This design comes from an exercise in tuning for small area on the open sky130 flow, not from production work. Only simulation tests tie the RTL to the original design; equivalence was not proved. No activity file was given, so power comes from the tool's default toggle rates.

==> flow/design.v <==
module sps30_link (
    input  wire        clk,
    input  wire        rst,        
    input  wire        op_valid,
    input  wire [11:0] op,
    input  wire [7:0]  raddr,
    output reg  [7:0]  rdata
);
    localparam [2:0] FR_IDLE     = 3'd0,
                     FR_AWAIT    = 3'd1,
                     FR_READING  = 3'd2,
                     FR_COMPLETE = 3'd3,
                     FR_TIMEOUT  = 3'd4,
                     FR_PERR     = 3'd5;
    localparam [2:0] C_NONE      = 3'd0,
                     C_BAD_HDR   = 3'd1,
                     C_BAD_STUFF = 3'd2,
                     C_TOO_SHORT = 3'd3,
                     C_CHK       = 3'd4,
                     C_LEN       = 3'd5,
                     C_OVERFLOW  = 3'd6;
    localparam [2:0] WR_IDLE     = 3'd0,
                     WR_READING  = 3'd1,
                     WR_DONE     = 3'd2,
                     WR_ERR_CRC  = 3'd3,
                     WR_ERR_NONE = 3'd4,
                     WR_ERR_SHORT= 3'd5;
    function [7:0] crc8_mix(input [7:0] c);
        integer k;
        reg [7:0] c1;
        begin
            c1 = c;
            for (k = 0; k < 8; k = k + 1)
                c1 = c1[7] ? ({c1[6:0], 1'b0} ^ 8'h31) : {c1[6:0], 1'b0};
            crc8_mix = c1;
        end
    endfunction
    function is_reserved(input [7:0] b);
        is_reserved = (b == 8'h11) || (b == 8'h13) || (b == 8'h7D) || (b == 8'h7E);
    endfunction
    function is_replacement(input [7:0] b);
        is_replacement = (b == 8'h31) || (b == 8'h33) || (b == 8'h5D) || (b == 8'h5E);
    endfunction
    wire [3:0] opc = op[11:8];
    wire [7:0] arg = op[7:0];
    wire       go  = op_valid && !rst;
    wire op_chk_clr  = go && opc == 4'h1;
    wire op_chk_add  = go && opc == 4'h2;
    wire op_crc_init = go && opc == 4'h3;
    wire op_crc_upd  = go && opc == 4'h4;
    wire op_esc_put  = go && opc == 4'h5;
    wire op_desc_clr = go && opc == 4'h6;
    wire op_desc_put = go && opc == 4'h7;
    wire op_fr_start = go && opc == 4'h8;
    wire op_fr_byte  = go && opc == 4'h9;
    wire op_fr_tick  = go && opc == 4'hA;
    wire op_wr_start = go && opc == 4'hB;
    wire op_wr_byte  = go && opc == 4'hC;
    wire op_wr_end   = go && opc == 4'hD;
    wire op_ill      = go && opc[3:1] == 3'b111;
    reg [7:0]  chk_acc;
    reg [7:0]  crc8_reg;
    reg [7:0]  esc_a;
    reg [1:0]  esc_cnt;
    reg        desc_pend, desc_valid, desc_err;
    reg [7:0]  desc_out;
    reg        ill_op;
    reg [2:0]  fr_state;
    reg [2:0]  fr_cause;
    reg        fr_pend;
    reg [5:0]  fr_count;
    reg [7:0]  fr_timer;
    reg [7:0]  fr_sum;
    reg [7:0]  fr_buf [0:44];
    reg [2:0]  wr_state;
    reg [5:0]  wr_expect;
    reg [1:0]  wr_phase;
    reg [4:0]  wr_pairs;      
    reg        wr_d0z, wr_d1z;   
    reg [7:0]  wr_crc_t;         
    reg [7:0]  wr_buf [0:39];
    wire wr_reading = (wr_state == WR_READING);
    wire [7:0] crc_in  = (opc == 4'h4) ? crc8_reg :
                         (wr_phase == 2'd0) ? 8'hFF : wr_crc_t;
    wire [7:0] crc_out = crc8_mix(crc_in ^ arg);
    always @(posedge clk) begin
        if (rst) begin
            chk_acc    <= 8'h00;
            crc8_reg   <= 8'hFF;
            esc_a      <= 8'h00;
            esc_cnt    <= 2'd0;
            desc_pend  <= 1'b0;
            desc_valid <= 1'b0;
            desc_err   <= 1'b0;
            desc_out   <= 8'h00;
            ill_op     <= 1'b0;
        end else begin
            if (op_chk_clr)  chk_acc  <= 8'h00;
            if (op_chk_add)  chk_acc  <= chk_acc + arg;
            if (op_crc_init) crc8_reg <= 8'hFF;
            if (op_crc_upd)  crc8_reg <= crc_out;
            if (op_esc_put) begin
                esc_a   <= arg;
                esc_cnt <= is_reserved(arg) ? 2'd2 : 2'd1;
            end
            if (op_desc_clr) begin
                desc_pend  <= 1'b0;
                desc_valid <= 1'b0;
                desc_err   <= 1'b0;
                desc_out   <= 8'h00;
            end
            if (op_desc_put && !desc_err) begin
                if (desc_pend) begin
                    desc_pend <= 1'b0;
                    if (is_replacement(arg)) begin
                        desc_out   <= arg ^ 8'h20;
                        desc_valid <= 1'b1;
                    end else begin
                        desc_err   <= 1'b1;
                        desc_valid <= 1'b0;
                    end
                end else if (arg == 8'h7D) begin
                    desc_pend  <= 1'b1;
                    desc_valid <= 1'b0;
                end else begin
                    desc_out   <= arg;
                    desc_valid <= 1'b1;
                end
            end
            if (op_ill || (op_wr_start && !wr_reading && arg > 8'd40))
                ill_op <= 1'b1;
        end
    end
    wire       fr_reading    = (fr_state == FR_READING);
    wire       fr_want       = fr_pend ? is_replacement(arg) : (arg != 8'h7D && arg != 8'h7E);
    wire       fr_full       = (fr_count == 6'd45);
    wire       fr_store_en   = op_fr_byte && fr_reading && fr_want && !fr_full;
    wire [7:0] fr_store_data = fr_pend ? (arg ^ 8'h20) : arg;
    always @(posedge clk) begin
        if (rst) begin
            fr_state <= FR_IDLE;
            fr_cause <= C_NONE;
            fr_pend  <= 1'b0;
            fr_count <= 6'd0;
            fr_timer <= 8'd0;
            fr_sum   <= 8'd0;
        end else if (op_fr_start) begin
            if (fr_state != FR_AWAIT && !fr_reading) begin
                fr_state <= FR_AWAIT;
                fr_cause <= C_NONE;
                fr_pend  <= 1'b0;
                fr_count <= 6'd0;
                fr_timer <= 8'd0;
                fr_sum   <= 8'd0;
            end
        end else if (op_fr_tick) begin
            if (fr_state == FR_AWAIT || fr_reading) begin
                fr_timer <= fr_timer + 8'd1;
                if (fr_timer >= 8'd200)
                    fr_state <= FR_TIMEOUT;
            end
        end else if (op_fr_byte) begin
            if (fr_state == FR_AWAIT) begin
                if (arg == 8'h7E) begin
                    fr_state <= FR_READING;
                end else begin
                    fr_state <= FR_PERR;
                    fr_cause <= C_BAD_HDR;
                end
            end else if (fr_reading) begin
                if (fr_pend) begin
                    fr_pend <= 1'b0;
                    if (!fr_want) begin
                        fr_state <= FR_PERR;
                        fr_cause <= C_BAD_STUFF;
                    end
                end else if (arg == 8'h7D) begin
                    fr_pend <= 1'b1;
                end else if (arg == 8'h7E) begin
                    fr_state <= FR_PERR;
                    if (fr_count < 6'd3)
                        fr_cause <= C_TOO_SHORT;
                    else if (fr_count < 6'd5 || fr_buf[3] != {2'b00, fr_count - 6'd5})
                        fr_cause <= C_LEN;
                    else if (fr_sum != 8'hFF)
                        fr_cause <= C_CHK;
                    else
                        fr_state <= FR_COMPLETE;
                end
                if (fr_want) begin
                    if (fr_full) begin
                        fr_state <= FR_PERR;
                        fr_cause <= C_OVERFLOW;
                    end else begin
                        fr_count <= fr_count + 6'd1;
                        fr_sum   <= fr_sum + fr_store_data;
                    end
                end
            end
        end
    end
    integer fi;
    always @(posedge clk) begin
        for (fi = 0; fi < 45; fi = fi + 1)
            if (fr_store_en && fr_count == fi)
                fr_buf[fi] <= fr_store_data;
    end
    wire       wr_crc_ok  = (arg == wr_crc_t);
    wire [4:0] wr_pairs_1 = wr_pairs + 5'd1;
    wire       wr_append  = op_wr_byte && wr_reading && wr_phase == 2'd2 && wr_crc_ok;
    always @(posedge clk) begin
        if (rst) begin
            wr_state  <= WR_IDLE;
            wr_expect <= 6'd0;
            wr_phase  <= 2'd0;
            wr_pairs  <= 5'd0;
            wr_d0z    <= 1'b1;
            wr_d1z    <= 1'b1;
        end else if (op_wr_start) begin
            if (!wr_reading && arg <= 8'd40) begin
                wr_expect <= arg[5:0];
                wr_phase  <= 2'd0;
                wr_d0z    <= 1'b1;
                wr_d1z    <= 1'b1;
                wr_pairs  <= 5'd0;
                wr_state  <= (arg[5:1] == 5'd0) ? WR_ERR_NONE : WR_READING;
            end
        end else if (op_wr_byte) begin
            if (wr_reading) begin
                case (wr_phase)
                    2'd0: begin
                        wr_d0z   <= 1'b0;
                        wr_phase <= 2'd1;
                    end
                    2'd1: begin
                        wr_d1z   <= 1'b0;
                        wr_phase <= 2'd2;
                    end
                    default: begin
                        wr_phase <= 2'd0;
                        if (wr_crc_ok) begin
                            wr_pairs <= wr_pairs_1;
                            if ({wr_pairs_1, 1'b0} >= wr_expect)
                                wr_state <= WR_DONE;
                            else if (wr_pairs_1 == wr_expect[5:1])
                                wr_state <= WR_ERR_SHORT;
                        end else begin
                            wr_state <= WR_ERR_CRC;
                        end
                    end
                endcase
            end
        end else if (op_wr_end) begin
            if (wr_reading)
                wr_state <= (wr_pairs == 5'd0) ? WR_ERR_NONE : WR_ERR_SHORT;
        end
    end
    wire wr_put = op_wr_byte && wr_reading && !wr_phase[1];
    always @(posedge clk)
        if (wr_put) wr_crc_t <= crc_out;
    integer wi;
    always @(posedge clk) begin
        for (wi = 0; wi < 20; wi = wi + 1)
            if (wr_put && wr_pairs == wi) begin
                if (!wr_phase[0]) wr_buf[2*wi]     <= arg;
                else              wr_buf[2*wi + 1] <= arg;
            end
    end
    wire       wr_dprev = (wr_state != WR_ERR_CRC) &&
                          (raddr[0] ? (wr_phase == 2'd0 && !wr_d0z) : (wr_phase != 2'd2 && !wr_d1z));
    wire [4:0] wr_dptr  = wr_pairs - {4'd0, wr_dprev};
    wire       rd_req  = ~raddr[0];
    wire [4:0] m3_in   = rd_req ? wr_expect[5:1]
                                : (wr_pairs + {4'd0, wr_state == WR_ERR_CRC});
    wire [7:0] m3_out  = {2'b00, m3_in, 1'b0} + {3'b000, m3_in} +
                         {6'd0, rd_req ? 2'd0 : wr_phase};
    wire       fsel = (raddr[7:6] == 2'b01) || (raddr[7:2] == 6'b000101) ||
                      (raddr == 8'h18);
    wire [5:0] fidx = raddr[6] ? raddr[5:0] :
                      raddr[3] ? (fr_count - 6'd1) : {4'd0, raddr[1:0]};
    wire       dsel = (raddr == 8'h25 && !wr_d0z) || (raddr == 8'h26 && !wr_d1z);
    wire       wsel = (raddr[7:6] == 2'b10) || dsel;
    wire [5:0] widx = raddr[7] ? raddr[5:0] : {wr_dptr, ~raddr[0]};
    reg  [7:0] ctl;
    always @(*) begin
        ctl = 8'h00;
        case (raddr)
            8'h00: ctl = chk_acc;
            8'h01: ctl = ~chk_acc;
            8'h02: ctl = crc8_reg;
            8'h03: ctl = crc8_reg;
            8'h04: ctl = (esc_cnt == 2'd2) ? 8'h7D : esc_a;
            8'h05: ctl = (esc_cnt == 2'd2) ? (esc_a ^ 8'h20) : 8'h00;
            8'h06: ctl = {6'd0, esc_cnt};
            8'h07: ctl = {5'd0, desc_err, desc_valid, desc_pend};
            8'h08: ctl = desc_out;
            8'h09: ctl = {7'd0, ill_op};
            8'h10: ctl = {1'b0, fr_cause, fr_pend, fr_state};
            8'h11: ctl = {2'd0, fr_count};
            8'h12: ctl = fr_timer;
            8'h20: ctl = {2'd0, wr_phase, 1'b0, wr_state};
            8'h21: ctl = {2'd0, wr_expect};
            8'h22, 8'h23: ctl = m3_out;
            8'h24: ctl = {2'd0, wr_pairs, 1'b0};
            default: ctl = 8'h00;
        endcase
    end
    reg  [44:0]  fsel_oh;
    reg  [39:0]  wsel_oh;
    reg  [359:0] fr_flat;
    reg  [319:0] wr_flat;
    integer ri;
    always @(*) begin
        for (ri = 0; ri < 45; ri = ri + 1) begin
            fsel_oh[ri] = fsel && fidx == ri;
            fr_flat[8*ri +: 8] = fr_buf[ri];
        end
        for (ri = 0; ri < 40; ri = ri + 1) begin
            wsel_oh[ri] = wsel && widx == ri;
            wr_flat[8*ri +: 8] = wr_buf[ri];
        end
    end
    wire [7:0] buf_rd;
    sps30_link_rdplane #(.N(85)) u_rd (.sel({wsel_oh, fsel_oh}), .data({wr_flat, fr_flat}), .q(buf_rd));
    always @(*) rdata = ctl | buf_rd;
endmodule
module sps30_link_rdplane #(parameter N = 85) (
    input  wire [N-1:0]   sel,
    input  wire [8*N-1:0] data,
    output reg  [7:0]     q
);
    integer i;
    always @(*) begin
        q = 8'h00;
        for (i = 0; i < N; i = i + 1)
            q = q | ({8{sel[i]}} & data[8*i +: 8]);
    end
endmodule
==> flow/config.mk <==
export PLATFORM = sky130hd
export DESIGN_NAME = sps30_link
export DESIGN_NICKNAME = sps30_link
export VERILOG_FILES = /design/flow/design.v
export SDC_FILE = /design/flow/constraint.sdc
export NUM_CORES = 4
export LEC_CHECK = 0
export CAP_MARGIN = 20
export CORE_MARGIN = 2
export CORE_UTILIZATION = 40
export PLACE_DENSITY = 0.85
export SLEW_MARGIN = 20
export SYNTH_HIERARCHICAL = 1
==> flow/standard.sh <==
#!/bin/bash
# synth_recipe.tcl (not shown) runs the flow's synth.tcl, then flattens the netlist and writes it again
# the make line also repeats each setting of config.mk as NAME=value (left out here)
make -C /OpenROAD-flow-scripts/flow DESIGN_CONFIG=/design/flow/config.mk WORK_HOME=/design/flow/orfs CLKGATE_MAP_FILE= SYNTH_SCRIPT=/design/flow/synth_recipe.tcl "${@:-finish}"
==> flow/flow/abc_area_map.script <==
strash
&get -n
&st
&dch
&nf -R 1000
&st
&syn2
&if -g -K 6
&synch2
&nf -R 1000
&st
&syn2
&if -g -K 6
&synch2
&nf -R 1000
&st
&syn2
&if -g -K 6
&synch2
&nf -R 1000
&st
&syn2
&if -g -K 6
&synch2
&nf -R 1000
&st
&syn2
&if -g -K 6
&synch2
&nf -R 1000
&put
&st
&dch -f
&nf -R 1000 -C 32 -F 8
&st
&dch -f
&nf -R 1000 -C 32 -F 8
&st
&dch -f
&nf -R 1000 -C 32 -F 8
&put
topo
==> flow/flow/run.sh <==
#!/bin/bash
# The standard ORFS layout (bash standard.sh), with these changes:
#  * synthesis maps logic with flow/abc_area_map.script (ORFS's speed-script
#    mapping passes with the delay target relaxed, then area-recovery
#    mapping rounds (two), and without abc's buffering and gate sizing) in place
#    of ORFS's abc_speed.script, and leaves adders to abc (no ADDER_MAP_FILE);
#  * clock tree synthesis uses clkbuf_16 clusters of up to 30 sinks and no
#    dummy loads;
#  * the buffer placed on each input and output port is buf_1.
# Registers, floorplan, power grid, tap cells, placement and
# routing are the standard flow's. Each tool's output goes to a log file in
# this folder (and ORFS's own per-step logs under orfs/logs).
set -euo pipefail
work="$PWD"
rm -rf "$work/scripts_area"
cp -r "$FLOW_HOME/scripts" "$work/scripts_area"
cp "$work/flow/abc_area_map.script" "$work/scripts_area/abc_speed.script"
bash "$work/standard.sh" \
    "SCRIPTS_DIR=$work/scripts_area" \
    "ADDER_MAP_FILE=" \
    "BUFFER_PORTS_ARGS=-buffer_cell sky130_fd_sc_hd__buf_1" \
    "CTS_ARGS=-sink_clustering_enable -repair_clock_nets -sink_clustering_size 30 -sink_clustering_max_diameter 80 -buf_list sky130_fd_sc_hd__clkbuf_16 -dont_use_dummy_load" \
    finish > "$work/standard_flow.log" 2>&1
==> flow/constraint.sdc <==
create_clock -name core_clock -period 55.0 [get_ports {clk}]
set_input_delay 11.0000 -clock core_clock [delete_from_list [all_inputs] [get_ports {clk}]]
set_output_delay 11.0000 -clock core_clock [all_outputs]
set_load 0.01 [all_outputs]
==> notes.md, run 1 <==
final worst path period share=50.7%; RSZ-0062 raised after global routing=no; Num CTS Buffers=35; area delta synth->final=11.0%; Post-synth ARST share=0%; Yosys warnings=10; Core Area=0.0761 mm2; antenna-violating nets left=0; Setup CP Type=in -> out; Final nets=2,408; Cell Rows=101; synthesized net count=2,215; Max-Cap Viols=0; Top Registers=fr_buf: 360 flops, wr_buf: 320 flops; CTS root buf=clkbuf_16; vias in the first global route=21,631; wire per inst=37.9 um; Pwr Density=28.9 mW/mm2; startpoint types=input pin; sequential-to-total area share from yosys stat=72.6%; Post-DP HPWL=90,100 um; via count=23,657; postcts setup bufs=0; syn avg cell area=14.0 um2; CP max stage delay=950 ps; CP Cell Sequence=buf_1 -> buf_4 -> clkinv_1 -> a221oi_1 -> nand2_1 -> nor2_1 -> xnor2_1 -> o21ai_0 -> or2_0 -> nor2_1 -> a222oi_1 -> nand3_1 -> nor4_1 -> nand3_1 -> a21oi_1 -> o311ai_0 -> o21bai_1 -> buf_1; Synth area leaders=edfxtp_1 67%, a22oi_1 6.7%, dfxtp_1 5.5%; flip-flop and latch count after synthesis=773; largest net degree at the start of global routing=89; Top reg by flops=fr_buf; clock sink count=773; Final Non-Filler Cells=3,418; Inst Count DP=3,374; WL final=129,000 um; area leader, netlist=edfxtp_1; clock latency on the worst-skew pair=640 ps; IO Count=31; library cells used by synthesis=58; post-synthesis cell count=2,192; CP max stage cell=nor4_1; final-report hold violation count=0; Clock Tree Buf Depth=3; H-Tree Depth=2; Pleak=10.2 nW; CTS Hold Bufs=0; layout cells sized above 1=8.56%; vias per cell=6.92; DRC violations left=0; Layout Skew=86.3 ps; CP Capture Type=primary output; GR Overflow Total=0; gp weighted congestion=1.09; Iter 0 DRT Violations=5,400; die outline width=281 um; Initial DRT Pass Iterations=9; worst path required time=44,000 ps; final setup violation count=0; max reg flops=360; CTS tree=done; Hold/Removal Path Class=reg -> reg; Total Negative Setup Slacks=0 ps; outcome=finished clean; Worst VDD drop=22.0 uV; fmax=35.9 MHz; starting density of the core=40.5%; Slew Viols, Final=0; commonest non-fill, non-tap cell in the layout=edfxtp_1; Tot GR Track Use=32.3%; Final Critical Period=27,860 ps; global-route wire length before repair=174,000 um; commonest non-fill, non-tap cells in the layout=688 x edfxtp_1, 275 x a22oi_1, 270 x nor2_1; Die H=281 um; share of the synthesized area in the top cell type=67.1%; post_cts resized=0; arrival time at the worst endpoint=16,860 ps; Hold Slack=467 ps; clock-pin slew on the worst setup and hold paths=120 ps; area of the mapped netlist=0.0308 mm2; Slew HR=13.3%; worst-margin pin slew=1300 ps; die area=0.0792 mm2; Most used DFF post-synth=edfxtp_1; CP Max Fanout=30; number of buffers added on ports=30; Power Total=0.000988 W; EDFF count, synth=688; initial antenna violation count=5; Fill cells=6,887
synth_stat cells, types with 11 or more instances:
master,number
xor2_1,21
a211oi_1,13
a21oi_1,103
or2_0,11
nand2_1,129
edfxtp_1,688
xnor2_1,35
dfxtp_1,85
nor2b_1,15
nor3_1,59
nor4_1,26
a222oi_1,58
o21ai_0,55
clkinv_1,23
nand3_1,52
nand4_1,79
a22oi_1,275
nand2b_1,26
nor2_1,295
worst max-delay path: cells and delay by family:
kind / cells / cell delay (ps)
xor gates and xnor gates: 1 / 90
AOI/OAI and AO/OA: 6 / 2280
buffers and inverters: 4 / 950
and+or+nand+nor: 7 / 2520
routing by layer:
| layer | share of wire, % | global-route usage [%] |
|---|---|---|
| met1 | 34 | 40.8 |
| met3 | 16 | 10.7 |
| met4 | 8.2 | 21.1 |
| met2 | 42 | 47.4 |
| met5 | 0.018 | 0 |
cell families (layout without fill, tap and decap cells):
logic type | after synthesis | after routing | synth area share (%)
DFF | 773 | 773 | 72.6
and+or+nand+nor | 726 | 726 | 11.0
AOI/OAI and AO/OA | 603 | 603 | 14.2
xor gates and xnor gates | 56 | 56 | 1.59
buffers and inverters | 23 | 214 | 0.280
adders and majority gates | 8 | 8 | 0.260
muxes | 3 | 3 | 0.0976
other | 0 | 5 | 0
power breakdown:
group          leakage [nW]  switching [W]  total (W)  internal [W]
logic                  2.93      0.0000426  0.0000552     0.0000125
clock network         0.431       0.000178   0.000293      0.000115
registers              6.87    0.000000765   0.000639      0.000638
total                  10.2       0.000222   0.000988      0.000766
final timing paths:
check | startpoint | endpoint | slack (ps) | cells past startpoint
hold / removal | esc_a[7]$_SDFFE_PP0P_ | esc_a[7]$_SDFFE_PP0P_ | 470 | 2
setup / recovery | raddr[0] | rdata[0] | 27140 | 18
hold reg to reg | esc_a[7]$_SDFFE_PP0P_ | esc_a[7]$_SDFFE_PP0P_ | 470 | 2
setup reg to reg | fr_state[2]$_SDFFE_PP0P_ | fr_buf[36][4]$_DFFE_PP_ | 51050 | 5
per-stage QoR:
| step | util [%] | setup slack, ps | instance area (um2) |
|---|---|---|---|
| 6_report | 44.9 | 27140 | 34200 |
| 3_3_place_gp | 43.7 | 27620 | 33200 |
| 2_1_floorplan | - | 30050 | 30800 |
| 5_1_grt | 44.9 | 26960 | 34200 |
| 4_1_cts | 44.9 | 27620 | 34100 |
| 3_5_place_dp | 43.7 | 27640 | 33200 |
final cells by class:
cell class | instances | area, um2 | area share (%)
sequential | 773 | 22400 | 65.4
multi-input combinational | 1396 | 8470 | 24.8
tap | 1030 | 1290 | 3.77
timing repair buffer | 156 | 1090 | 3.18
clock buffer | 35 | 876 | 2.56
inverter | 23 | 86.3 | 0.253
antenna | 5 | 12.5 | 0.0366
==> run 2, diff against run 1 <==
--- a/flow/design.v
+++ b/flow/design.v
@@ -78,7 +78,7 @@
     reg [4:0]  wr_pairs;      
     reg        wr_d0z, wr_d1z;   
     reg [7:0]  wr_crc_t;         
-    reg [7:0]  wr_buf [0:39];
+    reg [7:0]  wr_sr [0:39];     
     wire wr_reading = (wr_state == WR_READING);
     wire [7:0] crc_in  = (opc == 4'h4) ? crc8_reg :
                          (wr_phase == 2'd0) ? 8'hFF : wr_crc_t;
@@ -259,28 +259,27 @@
     always @(posedge clk)
         if (wr_put) wr_crc_t <= crc_out;
     integer wi;
-    always @(posedge clk) begin
-        for (wi = 0; wi < 20; wi = wi + 1)
-            if (wr_put && wr_pairs == wi) begin
-                if (!wr_phase[0]) wr_buf[2*wi]     <= arg;
-                else              wr_buf[2*wi + 1] <= arg;
-            end
-    end
-    wire       wr_dprev = (wr_state != WR_ERR_CRC) &&
-                          (raddr[0] ? (wr_phase == 2'd0 && !wr_d0z) : (wr_phase != 2'd2 && !wr_d1z));
-    wire [4:0] wr_dptr  = wr_pairs - {4'd0, wr_dprev};
+    always @(posedge clk)
+        if (wr_put) begin
+            wr_sr[0] <= arg;
+            for (wi = 1; wi < 40; wi = wi + 1)
+                wr_sr[wi] <= wr_sr[wi - 1];
+        end
+    wire       wr_crc_err = (wr_state == WR_ERR_CRC);
+    wire [5:0] wr_nbytes  = {wr_pairs, 1'b0} + (wr_crc_err ? 6'd2 : {4'd0, wr_phase});
+    wire [5:0] wr_pidx    = wr_nbytes - 6'd1 - raddr[5:0];
+    wire [7:0] wr_d0 = wr_d0z ? 8'h00 : (wr_phase == 2'd1) ? wr_sr[0] : wr_sr[1];
+    wire [7:0] wr_d1 = wr_d1z ? 8'h00 : (wr_phase == 2'd1) ? wr_sr[1] : wr_sr[0];
     wire       rd_req  = ~raddr[0];
     wire [4:0] m3_in   = rd_req ? wr_expect[5:1]
-                                : (wr_pairs + {4'd0, wr_state == WR_ERR_CRC});
+                                : (wr_pairs + {4'd0, wr_crc_err});
     wire [7:0] m3_out  = {2'b00, m3_in, 1'b0} + {3'b000, m3_in} +
                          {6'd0, rd_req ? 2'd0 : wr_phase};
     wire       fsel = (raddr[7:6] == 2'b01) || (raddr[7:2] == 6'b000101) ||
                       (raddr == 8'h18);
     wire [5:0] fidx = raddr[6] ? raddr[5:0] :
                       raddr[3] ? (fr_count - 6'd1) : {4'd0, raddr[1:0]};
-    wire       dsel = (raddr == 8'h25 && !wr_d0z) || (raddr == 8'h26 && !wr_d1z);
-    wire       wsel = (raddr[7:6] == 2'b10) || dsel;
-    wire [5:0] widx = raddr[7] ? raddr[5:0] : {wr_dptr, ~raddr[0]};
+    wire       wsel = (raddr[7:6] == 2'b10) && (raddr[5:3] < 3'd5);    
     reg  [7:0] ctl;
     always @(*) begin
         ctl = 8'h00;
@@ -302,6 +301,8 @@
             8'h21: ctl = {2'd0, wr_expect};
             8'h22, 8'h23: ctl = m3_out;
             8'h24: ctl = {2'd0, wr_pairs, 1'b0};
+            8'h25: ctl = wr_d0;
+            8'h26: ctl = wr_d1;
             default: ctl = 8'h00;
         endcase
     end
@@ -316,8 +317,8 @@
             fr_flat[8*ri +: 8] = fr_buf[ri];
         end
         for (ri = 0; ri < 40; ri = ri + 1) begin
-            wsel_oh[ri] = wsel && widx == ri;
-            wr_flat[8*ri +: 8] = wr_buf[ri];
+            wsel_oh[ri] = wsel && wr_pidx == ri;
+            wr_flat[8*ri +: 8] = wr_sr[ri];
         end
     end
     wire [7:0] buf_rd;
==> flow/flow/run.sh (replaced) <==
#!/bin/bash
# The standard ORFS layout (bash standard.sh), with these changes:
#  * synthesis maps logic with flow/abc_area_map.script (ORFS's speed-script
#    mapping passes with the delay target relaxed, then area-recovery
#    mapping rounds, and without abc's buffering and gate sizing) in place
#    of ORFS's abc_speed.script, and leaves adders to abc (no ADDER_MAP_FILE);
#  * clock tree synthesis uses clkbuf_16 clusters and no dummy loads.
# Registers, floorplan, power grid, tap cells, port buffers, placement and
# routing are the standard flow's. Each tool's output goes to a log file in
# this folder (and ORFS's own per-step logs under orfs/logs).
set -euo pipefail
work="$PWD"
rm -rf "$work/scripts_area"
cp -r "$FLOW_HOME/scripts" "$work/scripts_area"
cp "$work/flow/abc_area_map.script" "$work/scripts_area/abc_speed.script"
bash "$work/standard.sh" \
    "SCRIPTS_DIR=$work/scripts_area" \
    "ADDER_MAP_FILE=" \
    "CTS_ARGS=-sink_clustering_enable -repair_clock_nets -sink_clustering_size 25 -sink_clustering_max_diameter 80 -buf_list sky130_fd_sc_hd__clkbuf_16 -dont_use_dummy_load" \
    finish > "$work/standard_flow.log" 2>&1
--- a/flow/flow/abc_area_map.script
+++ b/flow/flow/abc_area_map.script
@@ -32,11 +32,5 @@
 &st
 &dch -f
 &nf -R 1000 -C 32 -F 8
-&st
-&dch -f
-&nf -R 1000 -C 32 -F 8
-&st
-&dch -f
-&nf -R 1000 -C 32 -F 8
 &put
 topo
--- a/flow/config.mk
+++ b/flow/config.mk
@@ -8,6 +8,5 @@
 export CAP_MARGIN = 20
 export CORE_MARGIN = 2
 export CORE_UTILIZATION = 40
-export PLACE_DENSITY = 0.85
 export SLEW_MARGIN = 20
 export SYNTH_HIERARCHICAL = 1
==> run 2 against run 1 <==
Register-to-register slack worse by 80 ps. Sequential power shrank 0.8%. Worst hold slack got worse by 52 ps. Non-clock buffer count decreased by 2. Combinational power decreased by 24%. Wire length fell by 2.2%. Die area grew 0.42%. Cell area increased by 1.2%. Largest power group unchanged.
==> notes.md, run 2 <==
outcome=finished clean; Synth area leaders=edfxtp_1 67%, a22oi_1 6.3%, dfxtp_1 5.5%; via count=23,392; IO Count=31; initial antenna violation count=3; synthesized net count=2,227; GR Overflow Total=0; Pleak=10.4 nW; Final Critical Period=29,130 ps; cell count of the worst reg-to-reg path=6; min-delay src=wr_sr[5][6]$_DFFE_PP_; arrival time at the worst endpoint=18,130 ps; CTS Hold Bufs=0; worst path required time=44,000 ps; library cells used by synthesis=52; area of the mapped netlist=0.0309 mm2; Hold Path Cell Cnt=0; starting density of the core=40.6%; largest family of logic cells by synthesized area=compound AO/OA/AOI/OAI gates; Iter 0 DRT Violations=4,868; Final nets=2,424; Core Area=0.0762 mm2; commonest non-fill, non-tap cell in the layout=edfxtp_1; RR Endpoint=fr_buf[40][1]$_DFFE_PP_; fmax=34.3 MHz; mux contribution to synthesized area=0.453%; Num CTS Buffers=41; post-synthesis cell count=2,204; sequential-to-total area share from yosys stat=72.3%; CTS root buf=clkbuf_16; Worst path most repeated cell=o21ai_0; clock latency on the worst-skew pair=630 ps; Synth Area in Adders=0.130%; Crit path max-delay family=simple AND/OR/NAND/NOR gates; vias in the first global route=21,403; Worst VDD drop=26.6 uV; Die H=282 um; antenna-violating nets left=0; largest net degree at the start of global routing=189; Yosys warnings=10; WL final=127,000 um; commonest non-fill, non-tap cells in the layout=688 x edfxtp_1, 261 x a22oi_1, 223 x nor2_1; DRC violations left=0; Reg-to-Reg Start=fr_count[1]$_SDFFE_PP0P_; area delta synth->final=11.9%; number of buffers added on ports=30; Max-Cap Viols=0; WP buf/inv=6; clock sink count=773; die outline width=282 um; EDFF count, synth=688; clock-pin slew on the worst setup and hold paths=90 ps; max reg flops=360; worst-margin pin slew=1310 ps; Synth Area in XOR/XNOR=2.10%; Post-DP HPWL=89,500 um; H-Tree Depth=2; RSZ-0062 raised after global routing=no; post_cts resized=0; Pwr Density=28.7 mW/mm2; layout cells sized above 1=8.46%; reg2reg setup slack=50,970 ps; CP max stage cell=nor4_1; Slew Viols, Final=0; Setup CP Type=in -> out; Post-synth top cells=688 x edfxtp_1, 261 x a22oi_1, 243 x nor2_1; Most used DFF post-synth=edfxtp_1; Compound-Gate Fraction of Synth Area=13.9%; CP Cell Sequence=clkdlybuf4s50_1 -> buf_4 -> clkinv_1 -> nand2_1 -> a21oi_1 -> nor2_1 -> a21oi_1 -> o21ai_0 -> clkinv_1 -> nand3_1 -> o22ai_1 -> o21ai_0 -> or2_0 -> nor2_1 -> buf_4 -> a22oi_1 -> nand4_1 -> nor4_1 -> nand3_1 -> a221oi_1 -> nand2_1 -> nor4_1 -> o21ai_0 -> clkdlybuf4s50_1; wire per inst=36.9 um; final worst path period share=53.0%; Crit path depth=24; CP Capture Type=primary output; postcts setup bufs=0; CTS tree=done; gp weighted congestion=1.08; CP Max Fanout=25; Post-synth ARST share=0%; Hold/Removal Path Class=reg -> reg; global-route wire length before repair=172,000 um; final-report hold violation count=0; Tot GR Track Use=31.6%; CP max stage delay=1050 ps; share of the synthesized area in the top cell type=66.8%; syn avg cell area=14.0 um2; final setup violation count=0; Clock Tree Buf Depth=3; flip-flop and latch count after synthesis=773; Top Registers=fr_buf: 360 flops, wr_sr: 320 flops; Initial DRT Pass Iterations=9; area leader, netlist=edfxtp_1; Worst Hold End=wr_sr[6][6]$_DFFE_PP_; vias per cell=6.82; Slew HR=12.6%; Util after Layout=45.4%; Cell Rows=101; startpoint types=input pin; Layout Skew=60.0 ps; Total Negative Setup Slacks=0 ps; top-count cell post-synth=edfxtp_1; Top reg by flops=fr_buf; Synth Area in Simple Gates=10.9%; die area=0.0795 mm2
## run 2: changes by cell type in the layout (fill, tap and decap cells not counted), moves of 10 or more
cell	change
a22oi_1	-14
and3_1	+10
buf_1	-21
clkdlybuf4s50_1	+22
mux2i_1	+11
nand2_1	+28
nor2_1	-47
o21ai_0	+21
o22ai_1	+13
xnor2_1	+12
## run 2: layer usage
metal  part of all wire [%]  vias to the layer above  track usage [%]
li1                       -                     9344                -
met1                     37                    11663             42.4
met2                     42                     2000             46.4
met3                     14                      383             8.05
met4                    7.2                        2             18.2
met5                 0.0079                        -                0
## run 2: cell families after synthesis
| logic type | Yosys count |
|---|---|
| buffers and inverters | 22 |
| and+or+nand+nor | 712 |
| muxes | 14 |
| AOI/OAI and AO/OA | 605 |
| xor gates and xnor gates | 74 |
| adders and majority gates | 4 |
| DFF | 773 |
## run 2: stage by stage
step | area (um2) | hold WS (ps) | instances | power, W | setup slack, ps
detailed placement | 33500 | 437 | 3387 | 0.000688 | 26370
floorplan | 30900 | 425 | 2204 | 0.000665 | 28350
global placement | 33500 | 430 | 3386 | 0.000688 | 26390
global route | 34600 | 419 | 3429 | 0.00102 | 25790
finish | 34600 | 416 | 3432 | 0.000995 | 25870
CTS | 34600 | 424 | 3428 | 0.000993 | 26350
## run 2: worst max path at each step
stage,from,end,slack (ps)
2_1_floorplan,op_valid,wr_d1z$_SDFFE_PP1P_,28350
3_3_place_gp,raddr[0],rdata[3],26390
3_5_place_dp,raddr[0],rdata[3],26370
4_1_cts,raddr[0],rdata[3],26350
5_1_grt,raddr[0],rdata[3],25790
6_report,raddr[0],rdata[3],25870
## run 2: final cells by class
class	instances	area (um2)
multi-input combinational	1409	8610
inverter	22	82.6
sequential	773	22400
clock buffer	41	1030
fill	6769	41600
antenna	3	7.51
timing repair buffer	154	1230
tap	1030	1290
## run 2: power by group
| group | switching (W) | internal [W] |
|---|---|---|
| Combinational | 0.0000301 | 0.0000119 |
| Clock | 0.000185 | 0.000133 |
| Sequential | 0.000000351 | 0.000634 |
| Total | 0.000215 | 0.000780 |
## run 2: worst reg2reg max path: cells and delay by family, from the launching register on
kind / cells / cell delay [ps]
DFF: 1 / 570
and+or+nand+nor: 6 / 3080

what the ideal ports hide:
No port has a modelled driver above. Below, the same layouts with a new extraction and two added sets of constraints. Step 1 assumes that a clkbuf_16 drives the clock port and a buf_2 every other input. Step 2 times the ports against the registers' clock, not the clock port: input delays grow and output delays shrink by t, the midpoint of the rising clock arrivals with the driver on. Three values: no drivers, after step 1, after step 2; two values: the first two.
run | shift t [ns] | setup WS [ns] | hold slack, ns | pins driven straight from the clock port
run 1 | 0.650 | 27.138 / 27.111 / 27.111 | 0.467 / 0.467 / 0.467 | 1
run 2 | 0.652 | 25.872 / 25.850 / 25.850 | 0.416 / 0.416 / 0.416 | 1
After both steps setup and hold are still met in every run listed. The setup slack of run 1, which loses most, moves by -0.027 ns with the drivers and by -0.027 ns with both steps.
